What follows belongs to an exercise in optimizing a design on an open flow for small area; a production flow would make more cautious choices. Only simulation tests tie the RTL to the original design; equivalence was not proved. Power and IR drop assume default switching activity.

==> flow/design.v <==
module tclir_engine (
    input  wire        clk,
    input  wire        rst,
    input  wire        cmd_valid,
    input  wire [31:0] cmd,
    output wire        ir_out,
    output wire        enc_idle,
    output reg         resp_valid,
    output reg  [3:0]  resp_op,
    output reg         resp_level_valid,
    output wire        resp_level,
    output reg         resp_value_valid,
    output wire [31:0] resp_value,
    output reg         resp_framing_error,
    output reg         resp_illegal
);
    wire [3:0] op      = cmd[31:28];
    wire [7:0] byte_in = cmd[7:0];
    wire z27_24 = (cmd[27:24] == 4'd0);
    wire z27_8  = z27_24 && (cmd[23:8] == 16'd0);
    wire z27_0  = z27_8 && (cmd[7:0] == 8'd0);
    wire is_nop  = (op == 4'h0) && z27_0;
    wire is_set  = (op == 4'h1) && z27_24;
    wire is_tick = (op == 4'h2) && z27_0;
    wire is_fx   = (op == 4'h3) && z27_8;
    wire is_ct   = (op == 4'h4) && z27_8;
    wire is_illegal = !(is_nop || is_set || is_tick || is_fx || is_ct);
    wire do_set  = cmd_valid && is_set;
    wire do_tick = cmd_valid && is_tick;
    wire do_fx   = cmd_valid && is_fx;
    wire do_ct   = cmd_valid && is_ct;
    wire eq53 = (byte_in == 8'h53);
    wire eq62 = (byte_in == 8'h62);
    wire eq63 = (byte_in == 8'h63);
    reg [7:0]  c;
    reg        frm;
    reg        ir;
    reg [23:0] pay;
    assign ir_out = ir;
    wire idle   = c[7] & ~c[6] & c[5] & c[3];
    wire in_pre = c[7] & c[6];
    wire in_bit = ~c[7] & ~(c[6] & c[5]);
    wire [4:0] bidx    = c[6:2];
    wire       cur_bit = pay[5'd23 - bidx];
    wire tick_act = do_tick & ~idle;
    wire mark_end = ir & (~in_pre | (c[4] & c[2] & c[1] & c[0]));
    wire c_low7   = c[2] & c[1] & c[0];
    wire trl_end  = ~ir & c[7] & ~c[6] & c[5] & c_low7;
    wire gap_end  = ~ir & ((c_low7 & c[7] & (c[6] | c[5])) |
                           (c[1] & c[0] & in_bit));
    wire pend     = tick_act & (mark_end | gap_end);
    wire emit_tk  = pend & ~(trl_end & frm);
    wire skip0    = ir & in_bit & ~cur_bit;
    always @(posedge clk) begin
        if (rst) begin
            c   <= 8'd168;
            ir  <= 1'b0;
        end else if (do_set) begin
            c   <= 8'd232;
            ir  <= 1'b1;
        end else if (tick_act) begin
            if (trl_end & ~frm)
                c <= 8'd232;
            else
                c <= c + {6'd0, skip0, 1'b1};
            if (emit_tk)
                ir <= ~ir;
        end
    end
    always @(posedge clk) begin
        if (do_set) begin
            frm <= 1'b0;
            pay <= cmd[23:0];
        end else if (tick_act & trl_end) begin
            frm <= 1'b1;
        end
    end
    assign enc_idle   = idle;
    assign resp_level = resp_level_valid & ir;
    reg        fd;
    reg [1:0]  fk;
    reg [23:0] fx_acc;
    wire fx_last = fd & fk[1] & fk[0];
    wire fx_emit = do_fx & fx_last;
    wire fx_err  = do_fx & ~fd & fk[0] & ~eq62;
    always @(posedge clk) begin
        if (rst) begin
            fd <= 1'b0;
            fk <= 2'd0;
        end else if (do_fx) begin
            if (fd) begin
                fk <= fk + 2'd1;
                if (fk == 2'd3)
                    fd <= 1'b0;
            end else if (fk[0]) begin
                fk <= 2'd0;
                fd <= eq62;
            end else begin
                fk[0] <= eq53;
            end
        end
    end
    always @(posedge clk) begin
        if (do_fx & fd & ~(fk[1] & fk[0]))
            fx_acc <= {byte_in, fx_acc[23:8]};
    end
    reg [1:0]  cs;
    reg [31:0] ct_acc;
    wire ct_recv  = cs[1];
    wire ct_magic = cs[0];
    wire ct_clr   = do_ct & ct_magic & eq62;
    wire ct_sh    = do_ct & ct_recv & byte_in[7];
    wire ct_emit  = do_ct & ct_recv & ~byte_in[7] & eq63;
    wire ct_err   = do_ct & (ct_recv ? (~byte_in[7] & ~eq63) :
                             ct_magic ? ~eq62 : ~eq53);
    always @(posedge clk) begin
        if (rst) begin
            cs <= 2'b00;
        end else if (do_ct) begin
            if (ct_recv)
                cs <= byte_in[7] ? 2'b10 : 2'b00;
            else if (ct_magic)
                cs <= eq62 ? 2'b10 : 2'b00;
            else
                cs <= eq53 ? 2'b01 : 2'b00;
        end
    end
    wire        ct_keep  = ~(ct_sh | ct_clr);
    wire [31:0] ct_shv   = {ct_acc[24:0], byte_in[6:0]};
    wire [31:0] ct_acc_d;
    genvar gi;
    generate
        for (gi = 0; gi < 32; gi = gi + 1) begin : g_ct
            tclir_ao22 u_ao (.a1(ct_sh), .a2(ct_shv[gi]), .b1(ct_keep), .b2(ct_acc[gi]),
                             .y(ct_acc_d[gi]));
        end
    endgenerate
    always @(posedge clk)
        ct_acc <= ct_acc_d;
    reg [7:0] rv_hi;
    always @(posedge clk) begin
        if (rst || !cmd_valid) begin
            resp_valid         <= 1'b0;
            resp_op            <= 4'd0;
            resp_level_valid   <= 1'b0;
            resp_value_valid   <= 1'b0;
            rv_hi              <= 8'd0;
            resp_framing_error <= 1'b0;
            resp_illegal       <= 1'b0;
        end else begin
            resp_valid         <= 1'b1;
            resp_op            <= op;
            resp_level_valid   <= do_set | emit_tk;
            resp_value_valid   <= fx_emit | ct_emit;
            rv_hi              <= ({8{fx_emit}} & byte_in) |
                                  ({8{ct_emit}} & ct_acc[31:24]);
            resp_framing_error <= fx_err | ct_err;
            resp_illegal       <= is_illegal;
        end
    end
    wire sel_fx = resp_value_valid & resp_op[0];
    wire sel_ct = resp_value_valid & ~resp_op[0];
    wire [23:0] rv_lo;
    generate
        for (gi = 0; gi < 24; gi = gi + 1) begin : g_rv
            tclir_ao22 u_ao (.a1(sel_fx), .a2(fx_acc[gi]), .b1(sel_ct), .b2(ct_acc[gi]),
                             .y(rv_lo[gi]));
        end
    endgenerate
    assign resp_value = {rv_hi, rv_lo};
endmodule
module tclir_ao22 (
    input  wire a1,
    input  wire a2,
    input  wire b1,
    input  wire b2,
    output wire y
);
    assign y = (a1 & a2) | (b1 & b2);
endmodule
clock: 5.0 ns
lec_check: 0
cap_margin: 20
core_margin: 2
core_utilization: 40
cts_buf_list: sky130_fd_sc_hd__clkbuf_8
slew_margin: 20
synth_hierarchical: 1
standard.sh (not shown) runs the stock make flow with config.mk's settings and CLKGATE_MAP_FILE= SYNTH_SCRIPT=/design/flow/synth_recipe.tcl, a recipe that flattens the netlist after the stock synthesis.
==> flow/flow/run.sh <==
#!/bin/bash
# Standard layout, with the port buffers made from the smallest buffer cell.
set -euo pipefail
export BUFFER_PORTS_ARGS="-buffer_cell sky130_fd_sc_hd__buf_1"
bash standard.sh finish > standard_flow.log 2>&1
Then changed:
==> flow/run.sh (new file) <==
#!/bin/bash
# synth_recipe.tcl (not shown) runs the flow's synth.tcl, then flattens the netlist and writes it again
# the make line also repeats each setting of config.mk as NAME=value (left out here)
make -C /OpenROAD-flow-scripts/flow DESIGN_CONFIG=/design/flow/config.mk WORK_HOME=/design/flow/orfs CLKGATE_MAP_FILE= SYNTH_SCRIPT=/design/flow/synth_recipe.tcl finish
removed: flow/flow/run.sh
removed: flow/standard.sh
Global-route usage rises by 0.14 points.
Die area is unchanged.
Hold slack got worse by 0.0066 ns.
Power stays flat.

separate check: timing with driven ports:
Ports are ideal in the flow. The routed layouts listed here were re-timed in OpenROAD.
Step 1 (the two cells are an assumption about what drives the block):
set clk [get_ports {clk}]
set_driving_cell -lib_cell sky130_fd_sc_hd__clkbuf_16 $clk
set_driving_cell -lib_cell sky130_fd_sc_hd__buf_2 [delete_from_list [all_inputs] $clk]
Step 2, shift: input delay + t, output delay - t, t = (earliest + latest rising clock arrival at the registers) / 2. This alone moves slack from input paths to output paths.
Slacks: ideal ports / drivers / drivers and shift; pairs: ideal ports / drivers.
| run | shift t [ns] | setup WS [ns] | worst setup path after step 2 | latest minus earliest clock arrival (ns) |
|---|---|---|---|---|
| the first run | 0.403 | 1.731 / 1.731 / 1.718 | input to register | 0.014 / 0.014 |
| the second run | 0.394 | 1.632 / 1.600 / 1.328 | input to register | 0.022 / 0.022 |
After both steps setup and hold are still met in every run listed. For the second run, which loses most, drivers alone change the setup slack by -0.032 ns; drivers and shift together by -0.304 ns.
